Context: an optimization exercise on an open-source flow, tuned for small area, a short achievable clock period and few clock cycles per item. The choices shown serve that exercise and are no tape-out recipe. In this exercise RTL edits were held to simulation tests only and were not proved equivalent to the original. Power and IR drop assume default switching activity.

==> branch zinc <==
## wsio_scaler
module wsio_scaler (
    input  wire        clk,
    input  wire        rst,         
    input  wire        in_valid,
    output wire        in_ready,
    input  wire        in_op,       
    input  wire [63:0] in_data,
    output wire        out_valid,
    input  wire        out_ready,
    output wire [63:0] out_data,
    output wire        out_err
);
export LEC_CHECK = 0
export ABC_AREA = 1
export CAP_MARGIN = 20
export CORE_MARGIN = 2
export CORE_UTILIZATION = 60
export GPL_TIMING_DRIVEN = 0
export SETUP_SLACK_MARGIN = 5
export SLEW_MARGIN = 20
create_clock -name core_clock -period 10.0 [get_ports {clk}]
standard.sh (not shown) runs the stock make flow with config.mk's settings and CLKGATE_MAP_FILE= SYNTH_SCRIPT=/design/flow/synth_recipe.tcl, a recipe that flattens the netlist after the stock synthesis.
==> flow/flow/run.sh <==
#!/bin/bash
# The standard layout (standard.sh), with plain buf_1 cells as the port buffers and a
# setup-repair target of 5 ns of slack. Each tool's full output goes to standard.log.
set -euo pipefail
bash standard.sh 'BUFFER_PORTS_ARGS=-buffer_cell sky130_fd_sc_hd__buf_1' SETUP_SLACK_MARGIN=5  finish > standard.log 2>&1
==> branch indigo: changes against branch zinc <==
--- a/flow/design.v
+++ b/flow/design.v
@@ -19,16 +19,17 @@
             if (raw[i]) lz = 4'd15 - i[3:0];
     end
     wire [15:0] rn     = raw << lz;
     wire        e_hi   = (rn >= 16'd64000);
     wire [16:0] r17    = e_hi ? {1'b0, rn} : {rn, 1'b0};
     wire [17:0] raw3   = {2'b00, raw} + {1'b0, raw, 1'b0};    
     wire [17:0] rn3    = raw3 << lz;
     wire [18:0] r51    = e_hi ? {1'b0, rn3} : {rn3, 1'b0};     
+    wire        e_zero = (raw == 16'd0);
     wire        x_sign = in_data[63];
     wire [10:0] x_exp  = in_data[62:52];
     wire [52:0] x_mant = {1'b1, in_data[51:0]};
     wire [59:0] r_x1   = {x_mant, 7'd34};
     wire [59:0] r_x2   = ~{6'd0, x_mant, 1'b0};
     wire [59:0] r_x3   = ~{7'd0, x_mant};
     wire [59:0] ra     = r_x1 ^ r_x2 ^ r_x3;
     wire [59:0] rb     = {(r_x1[58:0] & r_x2[58:0]) | (r_x3[58:0] & (r_x1[58:0] ^ r_x2[58:0])), 1'b0};
@@ -187,24 +188,25 @@
     wire rhG32 = rhG24 | (rhP24 & rhG20);
     wire rhP32 = rhP24 & rhP20;
     wire rhG33 = rhg0[16] | (rhp0[16] & rhG32);
     wire rhP33 = rhp0[16] & rhP32;
     wire [59:43] p_s  = rhp0 ^ {(rhG32 | (rhP32 & r_c43)), (rhG31 | (rhP31 & r_c43)), (rhG30 | (rhP30 & r_c43)), (rhG29 | (rhP29 & r_c43)), (rhG28 | (rhP28 & r_c43)), (rhG27 | (rhP27 & r_c43)), (rhG26 | (rhP26 & r_c43)), (rhG25 | (rhP25 & r_c43)), (rhG20 | (rhP20 & r_c43)), (rhG19 | (rhP19 & r_c43)), (rhG18 | (rhP18 & r_c43)), (rhG17 | (rhP17 & r_c43)), (rhG10 | (rhP10 & r_c43)), (rhG9 | (rhP9 & r_c43)), (rhG1 | (rhP1 & r_c43)), (rhg0[0] | (rhp0[0] & r_c43)), r_c43};
     wire        p_c    = p_s[59] & r_all;
     wire        x_big  = (x_exp > 11'd1029);             
     wire        x_in   = (x_exp >= 11'd1013) && !x_big;
-    wire [4:0]  x_sh   = 5'd5 - x_exp[4:0];              
-    wire [41:0] s1_in = {in_op,
+    wire [4:0]  x_d    = x_exp[4:0] - 5'd21;             
+    wire [42:0] s1_in = {in_op,
                          in_op ? {p_c, x_sign, x_in, x_big} : r51[18:15],
                          r51[14:0],
                          in_op ? p_s[59:43] : r17,
-                         in_op ? x_sh : {e_hi, lz}};
+                         in_op ? x_d : {e_hi, lz},
+                         e_zero};
     reg         a_valid;
-    reg  [41:0] a_d;
+    reg  [42:0] a_d;
     reg         o_valid;
     reg  [51:0] o_data;
     reg         o_e10;      
     reg         o_e9;       
     reg  [4:0]  o_e4;       
     reg         o_err;
     wire en2    = !o_valid || out_ready;        
     wire a_load = en2 || !a_valid;              
@@ -215,21 +217,21 @@
         else if (a_load)
             a_valid <= in_valid;
         if (a_load)
             a_d <= s1_in;
     end
     assign out_valid = o_valid;
     assign out_data  = {1'b0, o_e10, {5{o_e9}}, o_e4, o_data};
     assign out_err   = o_err;
-    wire        s_op   = a_d[41];
-    wire [18:0] s_w    = a_d[40:22];
-    wire [16:0] s_v    = a_d[21:5];
-    wire [4:0]  s_n    = a_d[4:0];
-    wire        s_z    = ~(s_v[16] | s_v[15]);           
+    wire        s_op   = a_d[42];
+    wire [18:0] s_w    = a_d[41:23];
+    wire [16:0] s_v    = a_d[22:6];
+    wire [4:0]  s_n    = a_d[5:1];
+    wire        s_z    = a_d[0];
     wire [16:0] e_r17  = s_v;
     wire [16:0] e_r17n = ~s_v;
     wire [18:0] e_r51  = s_w;
     wire [18:0] e_r51n = ~s_w;
     wire ts1 = e_r51[17] ^ e_r51n[13];
     wire tc2 = e_r51[17] & e_r51n[13];
     wire ts3 = e_r51[18] ^ e_r51n[14] ^ e_r17[9];
     wire tc4 = (e_r51[18] & e_r51n[14]) | (e_r17[9] & (e_r51[18] ^ e_r51n[14]));
@@ -921,19 +923,19 @@
     wire e_sum_P174 = e_sum_P145 & e_sum_P134;
     wire e_sum_G175 = e_sum_G146 | (e_sum_P146 & e_sum_G134);
     wire e_sum_P175 = e_sum_P146 & e_sum_P134;
     wire e_sum_G176 = e_sum_G147 | (e_sum_P147 & e_sum_G134);
     wire e_sum_P176 = e_sum_P147 & e_sum_P134;
     wire [60:0] e_sum = e_sum_p0 ^ {e_sum_G175, e_sum_G174, e_sum_G173, e_sum_G172, e_sum_G171, e_sum_G170, e_sum_G169, e_sum_G168, e_sum_G167, e_sum_G166, e_sum_G165, e_sum_G164, e_sum_G163, e_sum_G162, e_sum_G161, e_sum_G160, e_sum_G159, e_sum_G158, e_sum_G157, e_sum_G156, e_sum_G155, e_sum_G154, e_sum_G153, e_sum_G152, e_sum_G151, e_sum_G150, e_sum_G149, e_sum_G148, e_sum_G134, e_sum_G133, e_sum_G132, e_sum_G131, e_sum_G130, e_sum_G129, e_sum_G128, e_sum_G127, e_sum_G126, e_sum_G125, e_sum_G124, e_sum_G123, e_sum_G122, e_sum_G121, e_sum_G120, e_sum_G119, e_sum_G97, e_sum_G96, e_sum_G95, e_sum_G94, e_sum_G93, e_sum_G92, e_sum_G91, e_sum_G90, e_sum_G64, e_sum_G63, e_sum_G62, e_sum_G61, e_sum_G32, e_sum_G31, e_sum_G1, e_sum_g0[0], 1'b0};
     wire [51:0] e_frac = e_sum[60:9];
     wire [10:0] e_exp  = 11'd1028 - {7'd0, s_n[3:0]} + {10'd0, s_n[4]};
-    wire [51:0] e_res  = e_frac;
+    wire [51:0] e_res  = s_z ? 52'd0 : e_frac;
     wire [16:0] r_p    = s_v + {16'd0, s_c};            
-    wire [16:0] r_t    = r_p >> s_n;
+    wire [16:0] r_t    = r_p >> (5'd16 - s_n);
     wire        s_c    = s_w[18];
     wire        r_sign = s_w[17];
     wire        r_in   = s_w[16];
     wire        r_err  = s_w[15] | (r_in & (r_sign ? (r_t != 17'd0) : r_t[16]));
     wire [15:0] r_val  = (r_err | r_sign | !r_in) ? 16'd0 : r_t[15:0];
     always @(posedge clk) begin
         if (rst)
             o_valid <= 1'b0;
==> flow/flow/run.sh (replaced) <==
#!/bin/bash
# The standard layout (standard.sh), with plain buf_1 cells as the port buffers and a
# setup-repair target of 5.3 ns of slack. Each tool's full output goes to standard.log.
set -euo pipefail
bash standard.sh 'BUFFER_PORTS_ARGS=-buffer_cell sky130_fd_sc_hd__buf_1' SETUP_SLACK_MARGIN=5.3  finish > standard.log 2>&1
==> flow/config.mk (replaced) <==
export PLATFORM = sky130hd
export DESIGN_NAME = wsio_scaler
export DESIGN_NICKNAME = wsio_scaler
export VERILOG_FILES = /design/flow/design.v
export SDC_FILE = /design/flow/constraint.sdc
export NUM_CORES = 4
export LEC_CHECK = 0
export ABC_AREA = 1
export CAP_MARGIN = 20
export CORE_MARGIN = 2
export CORE_UTILIZATION = 40
export SETUP_SLACK_MARGIN = 5
export SLEW_MARGIN = 20
==> branch xenon: changes against branch zinc <==
==> flow/config.mk (replaced) <==
export PLATFORM = sky130hd
export DESIGN_NAME = wsio_scaler
export DESIGN_NICKNAME = wsio_scaler
export VERILOG_FILES = /design/flow/design.v
export SDC_FILE = /design/flow/constraint.sdc
export NUM_CORES = 4
export LEC_CHECK = 0
export ABC_AREA = 1
export CAP_MARGIN = 20
export CORE_MARGIN = 2
export CORE_UTILIZATION = 60
export CTS_BUF_LIST = sky130_fd_sc_hd__clkbuf_8
export SETUP_SLACK_MARGIN = 5
export SLEW_MARGIN = 20
==> summary of the runs <==
Against branch zinc, the design area of branch indigo is larger by about 7%.
Die area: branch xenon is smaller than branch indigo (about 35%).
Between branch indigo and branch xenon, the lower combinational power is in branch xenon (gap about 17%, measured against branch xenon).
The lowest total power belongs to branch xenon, the highest to branch indigo.
Against branch indigo, the clock skew of branch xenon is lower by 0.0056 ns.
Of branch xenon and branch indigo, branch indigo has the higher non-clock buffer count (gap 26).
Fmax, highest first: branch indigo, branch xenon, branch zinc.
Sequential share of layout area, highest first: branch xenon, branch zinc, branch indigo.
Testbench counts of branch zinc, summed over its fixed seeds: cycles 4,008, items 4,000.
Testbench counts of branch indigo, summed over its fixed seeds: cycles 4,008, items 4,000.
Testbench counts of branch xenon, summed over its fixed seeds: cycles 4,008, items 4,000.


==> inputs of willow <==
wsio_scaler again, from the RTL that the note above started with.
==> flow/config.mk <==
export PLATFORM = sky130hd
export DESIGN_NAME = wsio_scaler
export DESIGN_NICKNAME = wsio_scaler
export VERILOG_FILES = /design/flow/design.v
export SDC_FILE = /design/flow/constraint.sdc
export NUM_CORES = 4
export LEC_CHECK = 0
export ABC_AREA = 1
export CAP_MARGIN = 20
export CORE_MARGIN = 2
export CORE_UTILIZATION = 60
export SETUP_SLACK_MARGIN = 5
export SLEW_MARGIN = 20
export TNS_END_PERCENT = 0
==> flow/constraint.sdc <==
create_clock -name core_clock -period 10.0 [get_ports {clk}]
set_input_delay 2.0000 -clock core_clock [delete_from_list [all_inputs] [get_ports {clk}]]
set_output_delay 2.0000 -clock core_clock [all_outputs]
set_load 0.01 [all_outputs]
==> flow/flow/run.sh <==
#!/bin/bash
# The standard layout (standard.sh), with plain buf_1 cells as the port buffers and a
# setup-repair target of 5 ns of slack. Each tool's full output goes to standard.log.
set -euo pipefail
bash standard.sh 'BUFFER_PORTS_ARGS=-buffer_cell sky130_fd_sc_hd__buf_1' SETUP_SLACK_MARGIN=5  finish > standard.log 2>&1
==> inputs of violet, as changes to willow <==
--- a/flow/design.v
+++ b/flow/design.v
@@ -22,10 +22,11 @@
     wire        e_hi   = (rn >= 16'd64000);
     wire [16:0] r17    = e_hi ? {1'b0, rn} : {rn, 1'b0};
     wire [17:0] raw3   = {2'b00, raw} + {1'b0, raw, 1'b0};    
     wire [17:0] rn3    = raw3 << lz;
     wire [18:0] r51    = e_hi ? {1'b0, rn3} : {rn3, 1'b0};     
+    wire        e_zero = (raw == 16'd0);
     wire        x_sign = in_data[63];
     wire [10:0] x_exp  = in_data[62:52];
     wire [52:0] x_mant = {1'b1, in_data[51:0]};
     wire [59:0] r_x1   = {x_mant, 7'd34};
     wire [59:0] r_x2   = ~{6'd0, x_mant, 1'b0};
@@ -190,18 +191,19 @@
     wire rhP33 = rhp0[16] & rhP32;
     wire [59:43] p_s  = rhp0 ^ {(rhG32 | (rhP32 & r_c43)), (rhG31 | (rhP31 & r_c43)), (rhG30 | (rhP30 & r_c43)), (rhG29 | (rhP29 & r_c43)), (rhG28 | (rhP28 & r_c43)), (rhG27 | (rhP27 & r_c43)), (rhG26 | (rhP26 & r_c43)), (rhG25 | (rhP25 & r_c43)), (rhG20 | (rhP20 & r_c43)), (rhG19 | (rhP19 & r_c43)), (rhG18 | (rhP18 & r_c43)), (rhG17 | (rhP17 & r_c43)), (rhG10 | (rhP10 & r_c43)), (rhG9 | (rhP9 & r_c43)), (rhG1 | (rhP1 & r_c43)), (rhg0[0] | (rhp0[0] & r_c43)), r_c43};
     wire        p_c    = p_s[59] & r_all;
     wire        x_big  = (x_exp > 11'd1029);             
     wire        x_in   = (x_exp >= 11'd1013) && !x_big;
-    wire [4:0]  x_sh   = 5'd5 - x_exp[4:0];              
-    wire [41:0] s1_in = {in_op,
+    wire [4:0]  x_d    = x_exp[4:0] - 5'd21;             
+    wire [42:0] s1_in = {in_op,
                          in_op ? {p_c, x_sign, x_in, x_big} : r51[18:15],
                          r51[14:0],
                          in_op ? p_s[59:43] : r17,
-                         in_op ? x_sh : {e_hi, lz}};
+                         in_op ? x_d : {e_hi, lz},
+                         e_zero};
     reg         a_valid;
-    reg  [41:0] a_d;
+    reg  [42:0] a_d;
     reg         o_valid;
     reg  [51:0] o_data;
     reg         o_e10;      
     reg         o_e9;       
     reg  [4:0]  o_e4;       
@@ -218,15 +220,15 @@
             a_d <= s1_in;
     end
     assign out_valid = o_valid;
     assign out_data  = {1'b0, o_e10, {5{o_e9}}, o_e4, o_data};
     assign out_err   = o_err;
-    wire        s_op   = a_d[41];
-    wire [18:0] s_w    = a_d[40:22];
-    wire [16:0] s_v    = a_d[21:5];
-    wire [4:0]  s_n    = a_d[4:0];
-    wire        s_z    = ~(s_v[16] | s_v[15]);           
+    wire        s_op   = a_d[42];
+    wire [18:0] s_w    = a_d[41:23];
+    wire [16:0] s_v    = a_d[22:6];
+    wire [4:0]  s_n    = a_d[5:1];
+    wire        s_z    = a_d[0];
     wire [16:0] e_r17  = s_v;
     wire [16:0] e_r17n = ~s_v;
     wire [18:0] e_r51  = s_w;
     wire [18:0] e_r51n = ~s_w;
     wire ts1 = e_r51[17] ^ e_r51n[13];
@@ -924,13 +926,13 @@
     wire e_sum_G176 = e_sum_G147 | (e_sum_P147 & e_sum_G134);
     wire e_sum_P176 = e_sum_P147 & e_sum_P134;
     wire [60:0] e_sum = e_sum_p0 ^ {e_sum_G175, e_sum_G174, e_sum_G173, e_sum_G172, e_sum_G171, e_sum_G170, e_sum_G169, e_sum_G168, e_sum_G167, e_sum_G166, e_sum_G165, e_sum_G164, e_sum_G163, e_sum_G162, e_sum_G161, e_sum_G160, e_sum_G159, e_sum_G158, e_sum_G157, e_sum_G156, e_sum_G155, e_sum_G154, e_sum_G153, e_sum_G152, e_sum_G151, e_sum_G150, e_sum_G149, e_sum_G148, e_sum_G134, e_sum_G133, e_sum_G132, e_sum_G131, e_sum_G130, e_sum_G129, e_sum_G128, e_sum_G127, e_sum_G126, e_sum_G125, e_sum_G124, e_sum_G123, e_sum_G122, e_sum_G121, e_sum_G120, e_sum_G119, e_sum_G97, e_sum_G96, e_sum_G95, e_sum_G94, e_sum_G93, e_sum_G92, e_sum_G91, e_sum_G90, e_sum_G64, e_sum_G63, e_sum_G62, e_sum_G61, e_sum_G32, e_sum_G31, e_sum_G1, e_sum_g0[0], 1'b0};
     wire [51:0] e_frac = e_sum[60:9];
     wire [10:0] e_exp  = 11'd1028 - {7'd0, s_n[3:0]} + {10'd0, s_n[4]};
-    wire [51:0] e_res  = e_frac;
+    wire [51:0] e_res  = s_z ? 52'd0 : e_frac;
     wire [16:0] r_p    = s_v + {16'd0, s_c};            
-    wire [16:0] r_t    = r_p >> s_n;
+    wire [16:0] r_t    = r_p >> (5'd16 - s_n);
     wire        s_c    = s_w[18];
     wire        r_sign = s_w[17];
     wire        r_in   = s_w[16];
     wire        r_err  = s_w[15] | (r_in & (r_sign ? (r_t != 17'd0) : r_t[16]));
     wire [15:0] r_val  = (r_err | r_sign | !r_in) ? 16'd0 : r_t[15:0];
==> flow/run.sh (new file) <==
#!/bin/bash
# synth_recipe.tcl (not shown) runs the flow's synth.tcl, then flattens the netlist and writes it again
# the make line also repeats each setting of config.mk as NAME=value (left out here)
make -C /OpenROAD-flow-scripts/flow DESIGN_CONFIG=/design/flow/config.mk WORK_HOME=/design/flow/orfs CLKGATE_MAP_FILE= SYNTH_SCRIPT=/design/flow/synth_recipe.tcl finish
Settings changed: CORE_UTILIZATION 60 to 40, TNS_END_PERCENT 0 to unset.
removed: flow/flow/run.sh
removed: flow/standard.sh
==> summary.txt <==
Run status: violet finished clean; willow finished clean
Final non-clock buffer share: violet 0.09088; willow 0.06016
Number of instances resized during post-cts repair: violet 126; willow 23
Buffers plus inverters on the worst setup path: violet 3; willow 2
Required time worst endpoint: violet 8.00 ns; willow 10.21 ns
Detail Route met2 WL: violet 26.82 mm; willow 24.74 mm
Gate power share: violet 0.832; willow 0.822
Uppermost layer routed: violet met5; willow met4
First-pass GRT wire length: violet 84.91 mm; willow 74.78 mm
Combined flip-flop and latch cell area: violet 0.003133 mm2; willow 0.003103 mm2
Number of flip-flops and latches: violet 105; willow 104
Portion of total power attributed to the clock network: violet 0.051; willow 0.050
Non-clock inverter total of the final layout: violet 398; willow 396
FF-to-FF End: violet o_data[24]$_SDFFCE_PP0P_; willow o_data[41]$_SDFFCE_PP0P_
R2r worst-path depth: violet 23; willow 20
Worst-Margin Slew: violet 0.9666 ns; willow 0.7846 ns
Cell leakage power: violet 0.009835 uW; willow 0.009216 uW
Core footprint: violet 0.04298 mm2; willow 0.02771 mm2
Minimum setup slack in the final design: violet 5.118 ns; willow 5.022 ns
Per-cell via count in the routed design: violet 5.296; willow 5.716
Testbench counts of willow, summed over its fixed seeds: cycles 4,008, items 4,000.
Testbench counts of violet, summed over its fixed seeds: cycles 4,008, items 4,000.

re-timing with driven ports:
The flow's constraints put no driver on any port. The routed layouts listed below were extracted and timed again, unchanged, in two steps. Step 1: set_driving_cell puts a clkbuf_16 on clk and a buf_2 on each other input, an assumption about the parent block. Step 2 also shifts input and output timing later by t, the mid clock arrival at the registers, as if the neighbouring blocks saw the same clock. Three values: ideal ports, drivers, drivers and shift; two values: the first two.
run	t (ns)	setup WS [ns]	hold WS [ns]	cell pins on the clock port's net
branch zinc	0.417	4.969 / 4.990 / 4.573	0.557 / 0.557 / 0.557	1
branch indigo	0.435	5.282 / 5.308 / 4.872	0.622 / 0.622 / 0.622	1
branch xenon	0.453	5.098 / 5.111 / 4.667	0.567 / 0.567 / 0.567	1
willow	0.416	5.022 / 5.022 / 4.657	0.486 / 0.486 / 0.486	1
violet	0.429	5.118 / 5.092 / 4.722	0.499 / 0.499 / 0.499	1
After both steps setup and hold are still met in every run listed. For branch xenon, which loses most, drivers alone change the setup slack by +0.013 ns; drivers and shift together by -0.431 ns.
